What follows belongs to an exercise in optimizing a design on an open flow for small area; a production flow would make more cautious choices. Only simulation tests tie the RTL to the original design; equivalence was not proved. Power figures rest on the tool's default switching activity, not on a simulated workload. No driver is modelled on the clock port, so clocking that relies on it looks cheaper here than on a real chip.

==> flow/design.v (excerpt) <==
module gpcodec #(
    parameter integer CLK_KHZ = 1         
) (
    input  wire         clk,
    input  wire         rst,              
    input  wire         start,
    input  wire [7:0]   op_in,
    input  wire [1:0]   narg_in,
    input  wire [31:0]  a0_in,
    input  wire [31:0]  a1_in,
    input  wire [31:0]  a2_in,
    input  wire [4:0]   rx_sel,
    output wire         busy,
    output wire         done,
    output wire         fail,
    output wire         rvalid,
    output wire [2:0]   rkind,
    output wire [3:0]   fcode,
    output wire [31:0]  cmd,
    output wire [7:0]   rx_byte,
    output wire [5:0]   rxlen,
    output wire [7:0]   r_byte,
    output wire [15:0]  r_u16,
    output wire [8:0]   r_acc_x,
    output wire [8:0]   r_acc_y,
    output wire [8:0]   r_acc_z,
    output wire [31:0]  r_tbits,
    output wire [31:0]  r_hbits,
    output wire [135:0] r_tc100,
    output wire         r_tc100_valid,
    output wire [135:0] r_hc100,
    output wire         r_hc100_valid,
    output wire         req_valid,
    output wire [1:0]   req_kind,
    output wire [6:0]   req_addr,
    input  wire         rsp_valid,
    input  wire         rsp_last,
    input  wire         rsp_fault,
    input  wire [7:0]   rsp_data
);
Size: about 1,400 cells after synthesis, ~22,000 um^2 of cells after synthesis.
==> flow/config.mk <==
export PLATFORM = sky130hd
export DESIGN_NAME = gpcodec
export DESIGN_NICKNAME = gpcodec
export VERILOG_FILES = /design/flow/design.v
export SDC_FILE = /design/flow/constraint.sdc
export NUM_CORES = 4
export LEC_CHECK = 0
export CAP_MARGIN = 0
export CORE_MARGIN = 2
export CORE_UTILIZATION = 60
export PLACE_DENSITY = 0.75
export SLEW_MARGIN = 0
==> flow/constraint.sdc <==
create_clock -name core_clock -period 20.0 [get_ports {clk}]
set_input_delay 4.0000 -clock core_clock [delete_from_list [all_inputs] [get_ports {clk}]]
set_output_delay 4.0000 -clock core_clock [all_outputs]
set_load 0.01 [all_outputs]
standard.sh (not shown) runs the stock make flow with config.mk's settings and CLKGATE_MAP_FILE= SYNTH_SCRIPT=/design/flow/synth_recipe.tcl, a recipe that flattens the netlist after the stock synthesis.
==> flow/flow/run.sh <==
#!/bin/bash
# Layout flow: the standard ORFS flow (standard.sh) with three changes, all
# aimed at cell area (the timing at 20 ns has a wide margin):
#  - synthesis maps the logic with an area-oriented ABC script (flow/area.abc)
#    instead of ORFS's speed script; everything else in the synthesis is the
#    standard one (synth_recipe.tcl), so the registers are the same;
#  - port buffers are sky130_fd_sc_hd__buf_1 instead of ORFS's default pick;
#  - the clock tree uses clkbuf cells of one size with larger sink clusters and
#    no dummy loads.
# Each tool's output is in standard.log and in orfs/logs/.
set -euo pipefail
work=$(pwd)

# synthesis script: the standard one, with the ABC script swapped
cat > "$work/synth_area.tcl" <<EOT
proc abc {args} {
  set i [lsearch -exact \$args -script]
  if {\$i >= 0} { set args [lreplace \$args [expr {\$i + 1}] [expr {\$i + 1}] $work/flow/area.abc] }
  yosys abc {*}\$args
}
source $work/synth_recipe.tcl
EOT
sed "s#$work/synth_recipe.tcl#$work/synth_area.tcl#" standard.sh > standard_area.sh
grep -q "synth_area.tcl" standard_area.sh

export BUFFER_PORTS_ARGS="-buffer_cell sky130_fd_sc_hd__buf_1"
export CTS_ARGS="-sink_clustering_enable -repair_clock_nets -dont_use_dummy_load -buf_list sky130_fd_sc_hd__clkbuf_16 -sink_clustering_size 30 -sink_clustering_max_diameter 120"
bash standard_area.sh > standard.log 2>&1
==> flow/flow/area.abc <==
strash
&get -n
&deepsyn -T 60
&put
balance
rewrite
refactor
balance
rewrite
rewrite -z
balance
refactor -z
rewrite -z
balance
dch -f
amap
Next try:
--- a/flow/flow/run.sh
+++ b/flow/flow/run.sh
@@ -27 +27 @@
-export CTS_ARGS="-sink_clustering_enable -repair_clock_nets -dont_use_dummy_load -buf_list sky130_fd_sc_hd__clkbuf_16 -sink_clustering_size 30 -sink_clustering_max_diameter 120"
+export CTS_ARGS="-sink_clustering_enable -repair_clock_nets -dont_use_dummy_load -buf_list sky130_fd_sc_hd__clkbuf_8 -sink_clustering_size 16 -sink_clustering_max_diameter 80"
CAP_MARGIN = 20   (was 0)
SLEW_MARGIN = 20   (was 0)
Outcome: Total power is about the same. Hold slack improved by 0.035 ns. First-iteration DRC count rises by 7.9%. Cell count rises by 0.83%. Area after synthesis is unchanged. Final area barely changes.

---

gpcodec, a different RTL version from the one above (not shown whole).
Size: ~1400 cells after synthesis, ~580 I/O pins, about 22000 sq um of cells after synthesis.
// gpcodec
module gpcodec #(
    parameter integer CLK_KHZ = 1         
) (
    input  wire         clk,
    input  wire         rst,              
    input  wire         start,
    input  wire [7:0]   op_in,
    input  wire [1:0]   narg_in,
    input  wire [31:0]  a0_in,
    input  wire [31:0]  a1_in,
    input  wire [31:0]  a2_in,
    input  wire [4:0]   rx_sel,
    output wire         busy,
    output wire         done,
    output wire         fail,
    output wire         rvalid,
    output wire [2:0]   rkind,
    output wire [3:0]   fcode,
    output wire [31:0]  cmd,
    output wire [7:0]   rx_byte,
    output wire [5:0]   rxlen,
    output wire [7:0]   r_byte,
    output wire [15:0]  r_u16,
    output wire [8:0]   r_acc_x,
    output wire [8:0]   r_acc_y,
    output wire [8:0]   r_acc_z,
    output wire [31:0]  r_tbits,
    output wire [31:0]  r_hbits,
    output wire [135:0] r_tc100,
    output wire         r_tc100_valid,
    output wire [135:0] r_hc100,
    output wire         r_hc100_valid,
    output wire         req_valid,
    output wire [1:0]   req_kind,
    output wire [6:0]   req_addr,
    input  wire         rsp_valid,
    input  wire         rsp_last,
    input  wire         rsp_fault,
    input  wire [7:0]   rsp_data
);
clock: 20.0 ns
lec_check: 0
cap_margin: 20
core_margin: 2
core_utilization: 60
place_density: 0.75
slew_margin: 20
==> flow/flow/run.sh <==
#!/bin/bash
# Layout flow: the standard ORFS flow (standard.sh) with three changes, all
# aimed at cell area (the timing at 20 ns has a wide margin):
#  - synthesis maps the logic with an area-oriented ABC script (flow/area.abc)
#    instead of ORFS's speed script; everything else in the synthesis is the
#    standard one (synth_recipe.tcl), so the registers are the same;
#  - port buffers are sky130_fd_sc_hd__buf_1 instead of ORFS's default pick;
#  - the clock tree uses clkbuf cells of one size with larger sink clusters and
#    no dummy loads.
# Each tool's output is in standard.log and in orfs/logs/.
set -euo pipefail
work=$(pwd)

# synthesis script: the standard one, with the ABC script swapped
cat > "$work/synth_area.tcl" <<EOT
proc abc {args} {
  set i [lsearch -exact \$args -script]
  if {\$i >= 0} { set args [lreplace \$args [expr {\$i + 1}] [expr {\$i + 1}] $work/flow/area.abc] }
  yosys abc {*}\$args
}
source $work/synth_recipe.tcl
EOT
sed "s#$work/synth_recipe.tcl#$work/synth_area.tcl#" standard.sh > standard_area.sh
grep -q "synth_area.tcl" standard_area.sh

export BUFFER_PORTS_ARGS="-buffer_cell sky130_fd_sc_hd__buf_1"
export CTS_ARGS="-sink_clustering_enable -repair_clock_nets -dont_use_dummy_load -buf_list sky130_fd_sc_hd__clkbuf_8 -sink_clustering_size 15 -sink_clustering_max_diameter 75"
bash standard_area.sh > standard.log 2>&1
Scripts as last shown in full above: flow/flow/area.abc
The starting point completed with no timing, DRC or antenna violations.
Change:
--- a/flow/flow/run.sh
+++ b/flow/flow/run.sh
@@ -25,4 +25,4 @@
 
 export BUFFER_PORTS_ARGS="-buffer_cell sky130_fd_sc_hd__buf_1"
-export CTS_ARGS="-sink_clustering_enable -repair_clock_nets -dont_use_dummy_load -buf_list sky130_fd_sc_hd__clkbuf_8 -sink_clustering_size 15 -sink_clustering_max_diameter 75"
+export CTS_ARGS="-sink_clustering_enable -repair_clock_nets -dont_use_dummy_load -buf_list sky130_fd_sc_hd__clkbuf_8 -sink_clustering_size 16 -sink_clustering_max_diameter 80"
 bash standard_area.sh > standard.log 2>&1
What happened: The new run passed the timing, DRC and antenna checks. Register-to-register slack stays flat. Routed wire length is lower slightly. Sequential power barely changes. Combinational power hardly moves. Clock power fell by a few percent. Hold slack gains 0.013 ns. Design area is about the same. Sequential share of layout area is about the same. Flip-flop and latch count stays the same. Area after synthesis is unchanged.
Change:
--- a/flow/flow/run.sh
+++ b/flow/flow/run.sh
@@ -25,4 +25,4 @@
 
 export BUFFER_PORTS_ARGS="-buffer_cell sky130_fd_sc_hd__buf_1"
-export CTS_ARGS="-sink_clustering_enable -repair_clock_nets -dont_use_dummy_load -buf_list sky130_fd_sc_hd__clkbuf_8 -sink_clustering_size 16 -sink_clustering_max_diameter 80"
+export CTS_ARGS="-sink_clustering_enable -repair_clock_nets -dont_use_dummy_load -buf_list sky130_fd_sc_hd__clkbuf_8 -sink_clustering_size 17 -sink_clustering_max_diameter 85"
 bash standard_area.sh > standard.log 2>&1
CORE_UTILIZATION = 65   (was 60)
PLACE_DENSITY = 0.8   (was 0.75)
After rerunning:
- area after synthesis stays the same
- wire length came out lower by a few percent
- utilization came out higher by 5.7 points
- global-route usage came out higher by 1.6 points
- clock skew came out lower by 0.013 ns
- hold slack is worse by 0.014 ns
- first-iteration DRC count came out higher by a few percent
Change:
--- a/flow/flow/run.sh
+++ b/flow/flow/run.sh
@@ -25,4 +25,4 @@
 
 export BUFFER_PORTS_ARGS="-buffer_cell sky130_fd_sc_hd__buf_1"
-export CTS_ARGS="-sink_clustering_enable -repair_clock_nets -dont_use_dummy_load -buf_list sky130_fd_sc_hd__clkbuf_8 -sink_clustering_size 17 -sink_clustering_max_diameter 85"
+export CTS_ARGS="-sink_clustering_enable -repair_clock_nets -dont_use_dummy_load -buf_list sky130_fd_sc_hd__clkbuf_8 -sink_clustering_size 14 -sink_clustering_max_diameter 70"
 bash standard_area.sh > standard.log 2>&1
CORE_UTILIZATION = 60   (was 65)
PLACE_DENSITY = 0.75   (was 0.8)
=>
- global-route usage came out lower by 1.6 points
- core utilization drops by 5.6 points
- critical path depth came out lower by 2
- cell area goes up slightly
- clock power grows by a little under a tenth
- setup slack degrades by 0.060 ns

---

north:
gpcodec again, from the RTL that the note above started with.
clock: 20.0 ns
lec_check: 0
cap_margin: 20
core_margin: 2
core_utilization: 70
place_density: 0.85
slew_margin: 20
==> flow/flow/run.sh <==
#!/bin/bash
# Layout flow: the standard ORFS flow (standard.sh) with three changes, all
# aimed at cell area (the timing at 20 ns has a wide margin):
#  - synthesis maps the logic with an area-oriented ABC script (flow/area.abc)
#    instead of ORFS's speed script; everything else in the synthesis is the
#    standard one (synth_recipe.tcl), so the registers are the same;
#  - port buffers are sky130_fd_sc_hd__buf_1 instead of ORFS's default pick;
#  - the clock tree uses clkbuf cells of one size with larger sink clusters and
#    no dummy loads.
# Each tool's output is in standard.log and in orfs/logs/.
set -euo pipefail
work=$(pwd)

# synthesis script: the standard one, with the ABC script swapped
cat > "$work/synth_area.tcl" <<EOT
proc abc {args} {
  set i [lsearch -exact \$args -script]
  if {\$i >= 0} { set args [lreplace \$args [expr {\$i + 1}] [expr {\$i + 1}] $work/flow/area.abc] }
  yosys abc {*}\$args
}
source $work/synth_recipe.tcl
EOT
sed "s#$work/synth_recipe.tcl#$work/synth_area.tcl#" standard.sh > standard_area.sh
grep -q "synth_area.tcl" standard_area.sh

export BUFFER_PORTS_ARGS="-buffer_cell sky130_fd_sc_hd__buf_1"
export CTS_ARGS="-sink_clustering_enable -repair_clock_nets -dont_use_dummy_load -buf_list sky130_fd_sc_hd__clkbuf_8 -sink_clustering_size 16 -sink_clustering_max_diameter 80"
bash standard_area.sh > standard.log 2>&1
Scripts as last shown in full above: flow/flow/area.abc
Every stage of the flow completed for north, and the final layout passed the timing, DRC and antenna checks.
Inputs modified between north and south:
- swapping 70 for 65 in CORE_UTILIZATION
- swapping 0.85 for 0.8 in PLACE_DENSITY
-- flow/flow/run.sh --
<<< north, line 27
export CTS_ARGS="-sink_clustering_enable -repair_clock_nets -dont_use_dummy_load -buf_list sky130_fd_sc_hd__clkbuf_8 -sink_clustering_size 16 -sink_clustering_max_diameter 80"
>>> south, line 27
export CTS_ARGS="-sink_clustering_enable -repair_clock_nets -dont_use_dummy_load -buf_list sky130_fd_sc_hd__clkbuf_8 -sink_clustering_size 15 -sink_clustering_max_diameter 75"
==> comparison <==
Re pin count of the biggest net entering global routing: north was lower than south.
In the flow results for north and south, the total length of routed wires is larger on north.
Going from north to south, the effective utilization at floorplan was found to have gone down by 5.6 points.
south against north: critical path depth increased 2, slew of the pin with the lowest slew margin increased 33 ps, area of the mapped netlist essentially unchanged.
Taking north as the reference, in south wire length of the first global-routing pass moved down, met3 layer usage reported by global route moved down.
Total number of placement rows sits higher in south than in north.
Between north and south, switching share of total power increased.
The inputs of east differ from those of south as listed below.
- CORE_UTILIZATION now 68, was 65
- PLACE_DENSITY now 0.82, was 0.8
-- flow/flow/run.sh --
<<< south, line 27
export CTS_ARGS="-sink_clustering_enable -repair_clock_nets -dont_use_dummy_load -buf_list sky130_fd_sc_hd__clkbuf_8 -sink_clustering_size 15 -sink_clustering_max_diameter 75"
>>> east, line 27
export CTS_ARGS="-sink_clustering_enable -repair_clock_nets -dont_use_dummy_load -buf_list sky130_fd_sc_hd__clkbuf_8 -sink_clustering_size 16 -sink_clustering_max_diameter 80"
==> run notes <==
As far as cell area after placement is concerned, east and south perform about the same.
Going from south to east, multi-input logic area ~0 delta, post-route total power -about 1.3%.
Taking south as the reference, in east aggregate global-route resource usage went up; final hold slack went up; pre-CTS worst setup slack decreased 13 ps.
Delta (east minus south): die footprint lost about 4.3%; tap cell count lost about 10%; final worst slack picked up an extra 8.4 ps.
Edits applied to the flow inputs when going from east to west:
- a change of CORE_UTILIZATION from 68 to 65
- a change of PLACE_DENSITY from 0.82 to 0.8
[summary]
- Full die area on west is behind east.
- On buffer count excluding the clock tree in the final layout, west tracks east almost exactly.
- The run showing the greater length of routed met2 wiring is east.
- The non-clock inverter total of the final layout of west and that of east are within noise of each other.
- On ratio of cells with drive above 1 in the final layout, west and east are neck and neck.

---

Another version of the RTL of gpcodec (not shown whole).
For scale: about 1600 cells after synthesis, roughly 580 I/O pins, roughly 24000 sq um of cells after synthesis.
clock: 20.0 ns
lec_check: 0
cap_margin: 20
core_margin: 2
core_utilization: 40
place_density: 0.6
slew_margin: 20
run.sh (not shown) runs the stock make flow with config.mk's settings and CLKGATE_MAP_FILE= SYNTH_SCRIPT=/design/flow/synth_recipe.tcl, a recipe that flattens the netlist after the stock synthesis.
Stock flow here: none of the scripts above is used.
Edit:
==> flow/flow/run.sh (new file) <==
#!/bin/bash
# Standard ORFS layout, with smaller port buffers and a clock tree without dummy loads.
set -euo pipefail
export BUFFER_PORTS_ARGS="-buffer_cell sky130_fd_sc_hd__buf_1"
export CTS_ARGS="-sink_clustering_enable -repair_clock_nets -dont_use_dummy_load -buf_list sky130_fd_sc_hd__clkbuf_8"
bash standard.sh > standard.log 2>&1
==> flow/standard.sh (new file) <==
#!/bin/bash
# synth_recipe.tcl (not shown) runs the flow's synth.tcl, then flattens the netlist and writes it again
# the make line also repeats each setting of config.mk as NAME=value (left out here)
make -C /OpenROAD-flow-scripts/flow DESIGN_CONFIG=/design/flow/config.mk WORK_HOME=/design/flow/orfs CLKGATE_MAP_FILE= SYNTH_SCRIPT=/design/flow/synth_recipe.tcl "${@:-finish}"
removed: flow/run.sh
Result: Sequential cell count stays the same; setup slack improved by 0.76 ns; via count rose by 0.76%; total power came out lower by 13%; clock power shrinks by 31%; utilization drops by 6.7 points; critical path depth is unchanged; clock skew grows by 0.075 ns; area after synthesis stays the same; sequential power hardly moves.
Edit:
--- a/flow/flow/run.sh
+++ b/flow/flow/run.sh
@@ -5 +5 @@
-export CTS_ARGS="-sink_clustering_enable -repair_clock_nets -dont_use_dummy_load -buf_list sky130_fd_sc_hd__clkbuf_8"
+export CTS_ARGS="-sink_clustering_enable -repair_clock_nets -dont_use_dummy_load -buf_list sky130_fd_sc_hd__clkbuf_4"
Result: Cell area went down by 0.64%. Cell count came out higher by about 2%. Synthesized cell count stays the same. Area after synthesis stays the same. Global-route usage is higher by 0.42 points. Die area stays the same. Combinational power stays flat. Setup slack gets better by 0.046 ns. Routed wire length rose by about 0.9%.

what the ideal ports hide:
In the flow no input, the clock included, has a driving cell. The finished layouts below were timed again as built, in two steps. Step 1 assumes that a clkbuf_16 drives the clock port and a buf_2 every other input. Step 2 moves the port delays by t, midway between the first and last clock arrival at a register: inputs arrive t later, outputs are due t later. That takes back most of the time a late clock gives input paths. a / b / c = no drivers / after step 1 / after step 2; a / b = the first two.
run	t (ns)	setup WS [ns]	worst setup path at the end	worst slew at a driven data input, ns
the first run of note 1	0.613	8.506 / 8.469 / 8.469	input to output	0.05
the second run of note 1	0.669	8.460 / 8.426 / 8.426	input to output	0.05
the first run of note 2	0.683	8.603 / 8.501 / 8.501	input to output	0.11
the second run of note 2	0.688	8.603 / 8.497 / 8.497	input to output	0.10
the third run of note 2	0.643	8.567 / 8.504 / 8.504	input to output	0.09
the fourth run of note 2	0.685	8.507 / 8.450 / 8.450	input to output	0.12
north	0.615	8.643 / 8.579 / 8.579	input to output	0.09
south	0.680	8.526 / 8.458 / 8.458	input to output	0.08
east	0.623	8.534 / 8.444 / 8.444	input to output	0.10
west	0.659	8.578 / 8.512 / 8.512	input to output	0.09
the first run of note 4	0.651	7.726 / 7.702 / 7.702	input to output	0.06
the second run of note 4	0.712	8.491 / 8.460 / 8.460	input to output	0.08
the third run of note 4	1.039	8.537 / 8.507 / 8.507	input to output	0.07
After both steps every run listed still meets setup and hold. The setup slack of the second run of note 2, which loses most, moves by -0.106 ns with the drivers and by -0.106 ns with both steps.
